Background: an optimization exercise with open tools, aiming at small area, a short achievable clock period and few clock cycles. Do not read the settings as production practice.
RTL that was checked went through simulation tests only; none was proved equivalent to the original.
Power and IR drop assume default switching activity.

==> inputs of run D <==
==> flow/design.v (excerpt) <==
module sctp_dec (
    input  wire        clk,
    input  wire        rst,
    input  wire        in_valid,
    output wire        in_ready,
    input  wire [63:0] in_data,
    input  wire        in_last,
    input  wire [3:0]  in_cnt,
    output reg         ev_valid,
    input  wire        ev_ready,
    output wire [3:0]  ev_type,
    output wire [1:0]  ev_refk,
    output wire [31:0] ev_off,
    output wire [63:0] ev_value,
    output wire [31:0] ev_size,
    output reg         ev_fault,
    output reg  [2:0]  ev_cause
);
    reg [3:0]  ev_ty;
    reg [1:0]  ev_rk;
    reg [31:0] ev_hp;            
    reg [3:0]  ev_ad;            
    reg        ev_oz;            
    reg        ev_vq;            
    reg [63:0] ev_v;             
    reg [3:0]  ev_sz;            
    reg        ev_z;             
    wire [31:0] ev_q = ev_hp + {28'd0, ev_ad};
    assign ev_type  = ev_z ? (ev_fault ? 4'd0 : 4'd15) : ev_ty;
    assign ev_refk  = ev_z ? 2'd0 : ev_rk;
    assign ev_off   = ev_oz ? 32'd0 : ev_q;
  ...
Settings: LEC_CHECK=0, CAP_MARGIN=20, CORE_MARGIN=2, CORE_UTILIZATION=40, SETUP_SLACK_MARGIN=1.5, SLEW_MARGIN=20; clock period 6.0 ns.
run.sh (not shown) runs the stock make flow with config.mk's settings and CLKGATE_MAP_FILE= SYNTH_SCRIPT=/design/flow/synth_recipe.tcl, a recipe that flattens the netlist after the stock synthesis.
==> run H (differences from run D) <==
--- a/flow/design.v
+++ b/flow/design.v
@@ -54,14 +54,14 @@
     assign in_ready = !e1v;
     wire inacc = in_valid && !e1v;
     wire slot_free = !ev_valid || ev_ready;
     reg        e0w;              
     reg        e1w;              
     reg        ek;               
-    reg [22:0] mw;               
-    wire [151:0] win = {e1d, e0d, pb};
+    wire [22:0] mw = {e1m & {8{e1w}}, e0m & {8{e0w}}, pm};    
+    wire [183:0] win = {e1d, e0d, pb};
     wire [22:0] cb;              
     genvar gi;
     generate
         for (gi = 0; gi < 23; gi = gi + 1) begin : g_cb
             assign cb[gi] = win[8*gi+7];
         end
@@ -310,13 +310,12 @@
             n_pm = e0m[7:1];
         end
     end
     wire        n_e0w = n_e0v && !n_pl;
     wire        n_e1w = n_e0w && !n_e0l && n_e1v;
     wire        n_ek  = n_pl || (n_e0v && (n_e0l || (n_e1v && n_e1l)));
-    wire [22:0] n_mw  = {n_e1m & {8{n_e1w}}, n_e0m & {8{n_e0w}}, n_pm};
     always @(posedge clk) begin
         if (!e1v)
             e1d <= in_data;
         if (pop1 && e1v)
             e0d <= e1d;
         else if (pop1 || !e0v)
@@ -326,24 +325,24 @@
         else if (pop1)
             pb <= e0d[63:8];
         if (rst) begin
             e0v <= 1'b0; e1v <= 1'b0; e0l <= 1'b0; e1l <= 1'b0;
             e0m <= 8'd0; e1m <= 8'd0;
             pl <= 1'b0; pm <= {7{1'b1}};
-            e0w <= 1'b0; e1w <= 1'b0; ek <= 1'b0; mw <= {16'd0, {7{1'b1}}};
+            e0w <= 1'b0; e1w <= 1'b0; ek <= 1'b0;
             skip <= 1'b0; drain <= 1'b0;
             oh <= 8'd128;
             o <= 3'd7;
             se <= 33'd0;
             sof <= 5'd0;
             bpos <= 29'd0;
             ev_valid <= 1'b0;
         end else begin
             e0v <= n_e0v; e1v <= n_e1v; e0l <= n_e0l; e1l <= n_e1l;
             e0m <= n_e0m; e1m <= n_e1m; pl <= n_pl; pm <= n_pm;
-            e0w <= n_e0w; e1w <= n_e1w; ek <= n_ek; mw <= n_mw;
+            e0w <= n_e0w; e1w <= n_e1w; ek <= n_ek;
             if (newbuf)
                 bpos <= 29'd0;
             else if (pop2)
                 bpos <= bp2;
             else if (pop1)
                 bpos <= bp1;
Settings changed: SETUP_SLACK_MARGIN 1.5 to 1.6.
==> run P (differences from run D) <==
--- a/flow/design.v
+++ b/flow/design.v
@@ -19,34 +19,36 @@
     reg [3:0]  ev_ty;
     reg [1:0]  ev_rk;
     reg [31:0] ev_hp;            
     reg [3:0]  ev_ad;            
     reg        ev_oz;            
     reg        ev_vq;            
-    reg [63:0] ev_v;             
-    reg [3:0]  ev_sz;            
+    reg [63:0] ev_v;
+    reg [31:0] ev_sz;
     reg        ev_z;             
-    wire [31:0] ev_q = ev_hp + {28'd0, ev_ad};
+    wire [4:0]  ev_ql = {1'b0, ev_hp[3:0]} + {1'b0, ev_ad};
+    wire [27:0] ev_qi = ev_hp[31:4] + 28'd1;
+    wire [31:0] ev_q  = {ev_ql[4] ? ev_qi : ev_hp[31:4], ev_ql[3:0]};
     assign ev_type  = ev_z ? (ev_fault ? 4'd0 : 4'd15) : ev_ty;
     assign ev_refk  = ev_z ? 2'd0 : ev_rk;
     assign ev_off   = ev_oz ? 32'd0 : ev_q;
-    assign ev_value = ev_z ? 64'd0 : {ev_vq ? 32'd0 : ev_v[63:32], ev_vq ? ev_q : ev_v[31:0]};
-    assign ev_size  = ev_z ? 32'd0 : ev_vq ? ev_v[63:32] : {28'd0, ev_sz};
+    assign ev_value = ev_z ? 64'd0 : {ev_v[63:32], ev_vq ? ev_q : ev_v[31:0]};
+    assign ev_size  = ev_z ? 32'd0 : ev_sz;
     localparam [1:0] REF_NULL  = 2'd0;
     localparam [1:0] REF_INBUF = 2'd1;
     localparam [1:0] REF_TEMP  = 2'd2;
     localparam [2:0] C_TRUNCATED = 3'd1;
     localparam [2:0] C_OVERFLOW  = 3'd2;
     localparam [2:0] C_UNKNOWN   = 3'd5;
     reg        e0v, e1v;         
     reg        e0l, e1l;         
     reg [7:0]  e0m, e1m;         
     reg [63:0] e0d, e1d;
-    reg [55:0] pb;               
+    reg [23:0] pb;               
     reg        pl;               
-    reg [6:0]  pm;               
+    reg [2:0]  pm;               
     reg        skip;             
     reg        drain;            
     reg [7:0]  oh;               
     reg [2:0]  o;                
     reg [32:0] se;               
     reg [4:0]  sof;
@@ -54,28 +56,29 @@
     assign in_ready = !e1v;
     wire inacc = in_valid && !e1v;
     wire slot_free = !ev_valid || ev_ready;
     reg        e0w;              
     reg        e1w;              
     reg        ek;               
-    reg [22:0] mw;               
+    reg [18:0] mw;               
     wire [151:0] win = {e1d, e0d, pb};
-    wire [22:0] cb;              
+    wire [18:0] cb;              
     genvar gi;
     generate
-        for (gi = 0; gi < 23; gi = gi + 1) begin : g_cb
+        for (gi = 0; gi < 19; gi = gi + 1) begin : g_cb
             assign cb[gi] = win[8*gi+7];
         end
     endgenerate
     reg [7:0]  v_adv;            
     reg [7:0]  v_emit;           
     reg [7:0]  v_term;           
     reg [7:0]  v_vlsk;           
     reg [7:0]  v_p1, v_p2;       
     reg [7:0]  v_ohn [0:7];      
     reg [2:0]  v_cs  [0:7];      
+    reg [1:0]  v_vh  [0:7];      
     reg [7:0]  ph;
     reg [3:0]  pt, pmt;
     reg [10:0] pkeep;
     reg [10:1] pterm;
     reg [4:0]  pn, pvs, pvn;
     reg        pfound, povf, pok, pvfit, phv;
@@ -107,13 +110,13 @@
                 pfound = pfound | (!cb[i+k] & mw[i+k]);
             povf = pkeep[10] & mw[i+10];
             pvfit = 1'b0;
             pvn = 5'd0;
             for (k = 0; k < 15; k = k + 1)
                 if (pmt == k) begin
-                    pvfit = (i + k < 23) ? mw[i+k] : 1'b0;
+                    pvfit = (i + k < 19) ? mw[i+k] : 1'b0;
                     pvn = i + 1 + k;
                 end
             case (pt)
                 4'd0, 4'd1:        begin pok = mw[i+1]; pn = i + 2; end
                 4'd2, 4'd3:        begin pok = mw[i+2]; pn = i + 3; end
                 4'd4, 4'd5, 4'd10: begin pok = mw[i+4]; pn = i + 5; end
@@ -133,34 +136,36 @@
             v_cs[i] = (!phv || c_15) ? 3'd0 :
                       c_14 ? C_UNKNOWN :
                       ((c_leb || c_vl) && povf) ? C_OVERFLOW : C_TRUNCATED;
             v_p1[i]  = pn[4] | pn[3];
             v_p2[i]  = pn[4];
             v_ohn[i] = 8'd1 << pn[2:0];
+            v_vh[i]  = pn[4] ? (e1w ? 2'd0 : e0w ? 2'd1 : 2'd2) :
+                       pn[3] ? (e0w ? 2'd0 : 2'd1) : 2'd0;
         end
     end
     wire adv   = |(oh & v_adv);
     wire emit  = |(oh & v_emit);
     wire term  = |(oh & v_term);
     wire vlsk  = |(oh & v_vlsk);
     wire a_p1  = |(oh & v_p1);
     wire a_p2  = |(oh & v_p2);
     reg [7:0] ohn;
     reg [2:0] cause;
-    wire [1:0] vs_hi = a_p2 ? (e1w ? 2'd0 : e0w ? 2'd1 : 2'd2) :
-                       a_p1 ? (e0w ? 2'd0 : 2'd1) : 2'd0;
+    reg [1:0] vs_hi;
     always @(*) begin
-        ohn = 8'd0; cause = 3'd0;
+        ohn = 8'd0; cause = 3'd0; vs_hi = 2'd0;
         for (i = 0; i < 8; i = i + 1)
             if (oh[i]) begin
                 ohn   = ohn   | v_ohn[i];
                 cause = cause | v_cs[i];
+                vs_hi = vs_hi | v_vh[i];
             end
     end
-    wire [111:0] xs4 = o[2] ? win[143:32] : win[111:0];
-    wire [95:0]  xs2 = o[1] ? xs4[111:16] : xs4[95:0];
+    wire [119:0] xs4 = o[2] ? win[151:32] : win[119:0];
+    wire [103:0] xs2 = o[1] ? xs4[119:16] : xs4[103:0];
     wire [87:0]  x   = o[0] ? xs2[95:8]   : xs2[87:0];
     wire [3:0]  t = x[3:0];
     wire [3:0]  m = x[7:4];
     wire        vl = (m == 4'd15);
     reg [9:0]  keep;
     reg [63:0] lval;
@@ -203,13 +208,13 @@
             fval[8*k +: 8] = (k < fw) ? x[8*(k+1) +: 8] : {8{fbit}};
     end
     wire [28:0] bm1 = bpos - 29'd1;
     wire [28:0] bp1 = bpos + 29'd1;
     wire [27:0] bh1 = bpos[28:1] + 28'd1;
     wire [28:0] bp2 = {bh1, bpos[0]};
-    wire [31:0] hpos = {(o < 3'd7) ? bm1 : bpos, o - 3'd7};
+    wire [31:0] hpos = {(o < 3'd3) ? bm1 : bpos, o - 3'd3};
     wire [31:0] qpos = {(o < 3'd2) ? bm1 : bpos, o - 3'd2};
     wire        vl_huge = |lval[63:32];
     reg [1:0]  r_refk;
     reg [63:0] r_value;
     reg [31:0] r_size;
     reg [3:0]  r_ad;
@@ -221,22 +226,23 @@
                 r_value = {60'd0, m}; r_size = 32'd1; r_ad = 4'd0;
             end
             4'd8, 4'd9: begin
                 r_refk = REF_TEMP; r_value = lval; r_size = 32'd8; r_oz = 1'b1;
             end
             4'd13: begin
-                r_value = {vl ? lval[31:0] : {28'd0, m}, 32'd0}; r_vq = 1'b1;
+                r_value = 64'd0; r_vq = 1'b1;
+                r_size = vl ? lval[31:0] : {28'd0, m};
                 r_ad = vl ? nb + 4'd1 : 4'd1;
             end
             default: ;
         endcase
     end
     wire        s_small = (se[32:5] == 28'd0);
     wire [5:0]  s_es    = {1'b0, se[4:0]} + {1'b0, sof};
-    wire [24:0] mw1     = {1'b0, mw, 1'b1};
-    wire        s_fit   = s_small && (s_es < 6'd24) && mw1[s_es[4:0]];
+    wire [20:0] mw1     = {1'b0, mw, 1'b1};
+    wire        s_fit   = s_small && (s_es < 6'd20) && mw1[s_es[4:0]];
     wire        s_ge8   = !s_small || (s_es[5:3] != 3'd0);
     wire        s_ge16  = !s_small || (s_es[5:4] != 2'd0);
     wire [29:0] se_dec  = se[32:3] - 30'd1;
     wire [5:0]  s_es_m8 = s_es - 6'd8;
     wire hdr   = !skip && !drain;
     wire hstep = hdr && slot_free;
@@ -275,13 +281,13 @@
         integer j;
         for (j = 0; j < 8; j = j + 1)
             therm8[j] = (j < c);
     endfunction
     reg       n_e0v, n_e1v, n_e0l, n_e1l, n_pl;
     reg [7:0] n_e0m, n_e1m;
-    reg [6:0] n_pm;
+    reg [2:0] n_pm;
     always @(*) begin
         n_e0v = e0v; n_e1v = e1v; n_e0l = e0l; n_e1l = e1l;
         n_e0m = e0m; n_e1m = e1m; n_pl = pl; n_pm = pm;
         if (pop2) begin
             n_e0v = 1'b0;
             n_e1v = 1'b0;
@@ -298,44 +304,44 @@
             end else begin
                 n_e0v = 1'b1; n_e0l = in_last; n_e0m = imask;
             end
         end
         if (newbuf) begin
             n_pl = 1'b0;
-            n_pm = {7{1'b1}};
+            n_pm = 3'b111;
         end else if (pop2) begin
             n_pl = e1l;
-            n_pm = e1m[7:1];
+            n_pm = e1m[7:5];
         end else if (pop1) begin
             n_pl = e0l;
-            n_pm = e0m[7:1];
+            n_pm = e0m[7:5];
         end
     end
     wire        n_e0w = n_e0v && !n_pl;
     wire        n_e1w = n_e0w && !n_e0l && n_e1v;
     wire        n_ek  = n_pl || (n_e0v && (n_e0l || (n_e1v && n_e1l)));
-    wire [22:0] n_mw  = {n_e1m & {8{n_e1w}}, n_e0m & {8{n_e0w}}, n_pm};
+    wire [18:0] n_mw  = {n_e1m & {8{n_e1w}}, n_e0m & {8{n_e0w}}, n_pm};
     always @(posedge clk) begin
         if (!e1v)
             e1d <= in_data;
         if (pop1 && e1v)
             e0d <= e1d;
         else if (pop1 || !e0v)
             e0d <= in_data;
         if (pop2)
-            pb <= e1d[63:8];
+            pb <= e1d[63:40];
         else if (pop1)
-            pb <= e0d[63:8];
+            pb <= e0d[63:40];
         if (rst) begin
             e0v <= 1'b0; e1v <= 1'b0; e0l <= 1'b0; e1l <= 1'b0;
             e0m <= 8'd0; e1m <= 8'd0;
-            pl <= 1'b0; pm <= {7{1'b1}};
-            e0w <= 1'b0; e1w <= 1'b0; ek <= 1'b0; mw <= {16'd0, {7{1'b1}}};
+            pl <= 1'b0; pm <= 3'b111;
+            e0w <= 1'b0; e1w <= 1'b0; ek <= 1'b0; mw <= 19'b111;
             skip <= 1'b0; drain <= 1'b0;
-            oh <= 8'd128;
-            o <= 3'd7;
+            oh <= 8'b0000_1000;
+            o <= 3'd3;
             se <= 33'd0;
             sof <= 5'd0;
             bpos <= 29'd0;
             ev_valid <= 1'b0;
         end else begin
             e0v <= n_e0v; e1v <= n_e1v; e0l <= n_e0l; e1l <= n_e1l;
@@ -346,14 +352,14 @@
             else if (pop2)
                 bpos <= bp2;
             else if (pop1)
                 bpos <= bp1;
             if (newbuf) begin
                 skip <= 1'b0; drain <= 1'b0;
-                oh <= 8'd128;
-                o <= 3'd7;
+                oh <= 8'b0000_1000;
+                o <= 3'd3;
             end else if (skip) begin
                 if (sk_emit) skip <= 1'b0;
                 oh <= 8'd1 << s_es[2:0];
                 o <= s_es[2:0];
                 if (s_small) begin
                     se  <= {27'd0, pop1 ? s_es_m8 : s_es};
@@ -392,13 +398,13 @@
                 ev_rk    <= r_refk;
                 ev_hp    <= hpos;
                 ev_ad    <= term ? 4'd0 : r_ad;
                 ev_oz    <= term ? (cause == 3'd0) : r_oz;
                 ev_vq    <= r_vq;
                 ev_v     <= r_value;
-                ev_sz    <= r_size[3:0];
+                ev_sz    <= r_size;
                 ev_z     <= term;
                 ev_fault <= term && (cause != 3'd0);
                 ev_cause <= term ? cause : 3'd0;
             end else if (sk_emit) begin
                 ev_valid <= 1'b1;
             end else if (sk_fault) begin
Settings changed: SETUP_SLACK_MARGIN 1.5 to 2.
==> run B (differences from run D) <==
--- a/flow/design.v
+++ b/flow/design.v
@@ -55,13 +55,13 @@
     wire inacc = in_valid && !e1v;
     wire slot_free = !ev_valid || ev_ready;
     reg        e0w;              
     reg        e1w;              
     reg        ek;               
     reg [22:0] mw;               
-    wire [151:0] win = {e1d, e0d, pb};
+    wire [183:0] win = {e1d, e0d, pb};
     wire [22:0] cb;              
     genvar gi;
     generate
         for (gi = 0; gi < 23; gi = gi + 1) begin : g_cb
             assign cb[gi] = win[8*gi+7];
         end
Settings changed: GPL_ROUTABILITY_DRIVEN set to 0, SETUP_SLACK_MARGIN 1.5 to 1.6.
==> results.txt <==
- In run D the combinational power is higher than in run B, by about 3%.
- Die area: run P is lower than run D (about 2%).
- In run B the clock power is higher than in run D, by about 4%.
- Sequential share of layout area: run P < run H < run D < run B.
- Between run D and run P, the lower fmax is in run P (gap about 3.6%, measured against run P).
- Between run H and run P, the lower wire length is in run P (gap 4.4%, measured against run P).
- Hold slack: run P is worse than run H (5.8 ps).
- Run H finished clean. Run B passed the timing, design-rule and antenna checks. Run P finished clean. Run D finished clean.
- The lowest sequential power belongs to run P, the highest to run D.
==> figures <==
Status: run H finished clean; run D finished clean; run B finished clean; run P finished clean
Global-route wire length before repair: run H 215000 um; run D 208000 um; run B 193000 um; run P 207000 um
Post-CTS repair timing setup buffer count: run H 118; run D 41; run B 29; run P 267
Synthesized-area fraction occupied by xor and xnor cells: run H 0.0247; run D 0.0271; run B 0.0271; run P 0.0252
Number of buffers added by the clock tree synthesis step: run H 47; run D 49; run B 48; run P 48
Rel. slew slack: run H 0.266; run D 0.232; run B 0.230; run P 0.0968
FF+latch count: run H 413; run D 429; run B 429; run P 421
Non-clock inverters: run H 94; run D 99; run B 99; run P 94
Worst endpoint data arrival time: run H 3270 ps; run D 5000 ps; run B 4920 ps; run P 3410 ps
Worst min-delay path endpoint: run H se[32]$_SDFFE_PP0P_; run D se[32]$_SDFFE_PP0P_; run B se[32]$_SDFFE_PP0P_; run P se[29]$_SDFFE_PP0P_
Power share of the sequential group: run H 0.235; run D 0.266; run B 0.265; run P 0.239
Met3 wire len: run H 16400 um; run D 17400 um; run B 17000 um; run P 18100 um
Flip-flop and latch share of the layout cell area: run H 0.287; run D 0.304; run B 0.305; run P 0.266
Power of the combinational group: run H 17200 uW; run D 15000 uW; run B 14600 uW; run P 16300 uW
Count of synthesis-stage warnings from yosys: run H 3; run D 7; run B 3; run P 4
Clock power share: run H 0.115; run D 0.120; run B 0.126; run P 0.120
FP Rows: run H 103; run D 103; run B 103; run P 102
Layout Skew: run H 41.2 ps; run D 25.2 ps; run B 26.3 ps; run P 28.6 ps
Testbench counts of run D, summed over its fixed seeds: cycles 16,207.
Testbench counts of run B, summed over its fixed seeds: cycles 16,207.
No functional check of the RTL was part of run H and run P.

[what the ideal ports hide]
In the flow no input, the clock included, has a driving cell. The finished layouts below were timed again as built, in two steps. Step 1 assumes that a clkbuf_16 drives the clock port and a buf_2 every other input. Step 2 moves the port delays by t, midway between the first and last clock arrival at a register: inputs arrive t later, outputs are due t later. That takes back most of the time a late clock gives input paths. Slacks: ideal ports / drivers / drivers and shift; pairs: ideal ports / drivers.
run | t, ns | setup WS [ns] | worst setup path after step 2 | clock arrival spread, ns | cell pins on the clock port's net
run D | 0.665 | 1.550 / 1.503 / 1.465 | input to register | 0.025 / 0.025 | 1
run H | 0.681 | 1.529 / 1.461 / 1.582 | register to register | 0.041 / 0.042 | 1
run P | 0.682 | 1.390 / 1.318 / 1.155 | input to register | 0.029 / 0.029 | 1
run B | 0.665 | 1.621 / 1.595 / 1.621 | register to register | 0.026 / 0.026 | 1
After both steps every run listed still meets setup and hold. For run P, which loses most, drivers alone change the setup slack by -0.072 ns; drivers and shift together by -0.235 ns.
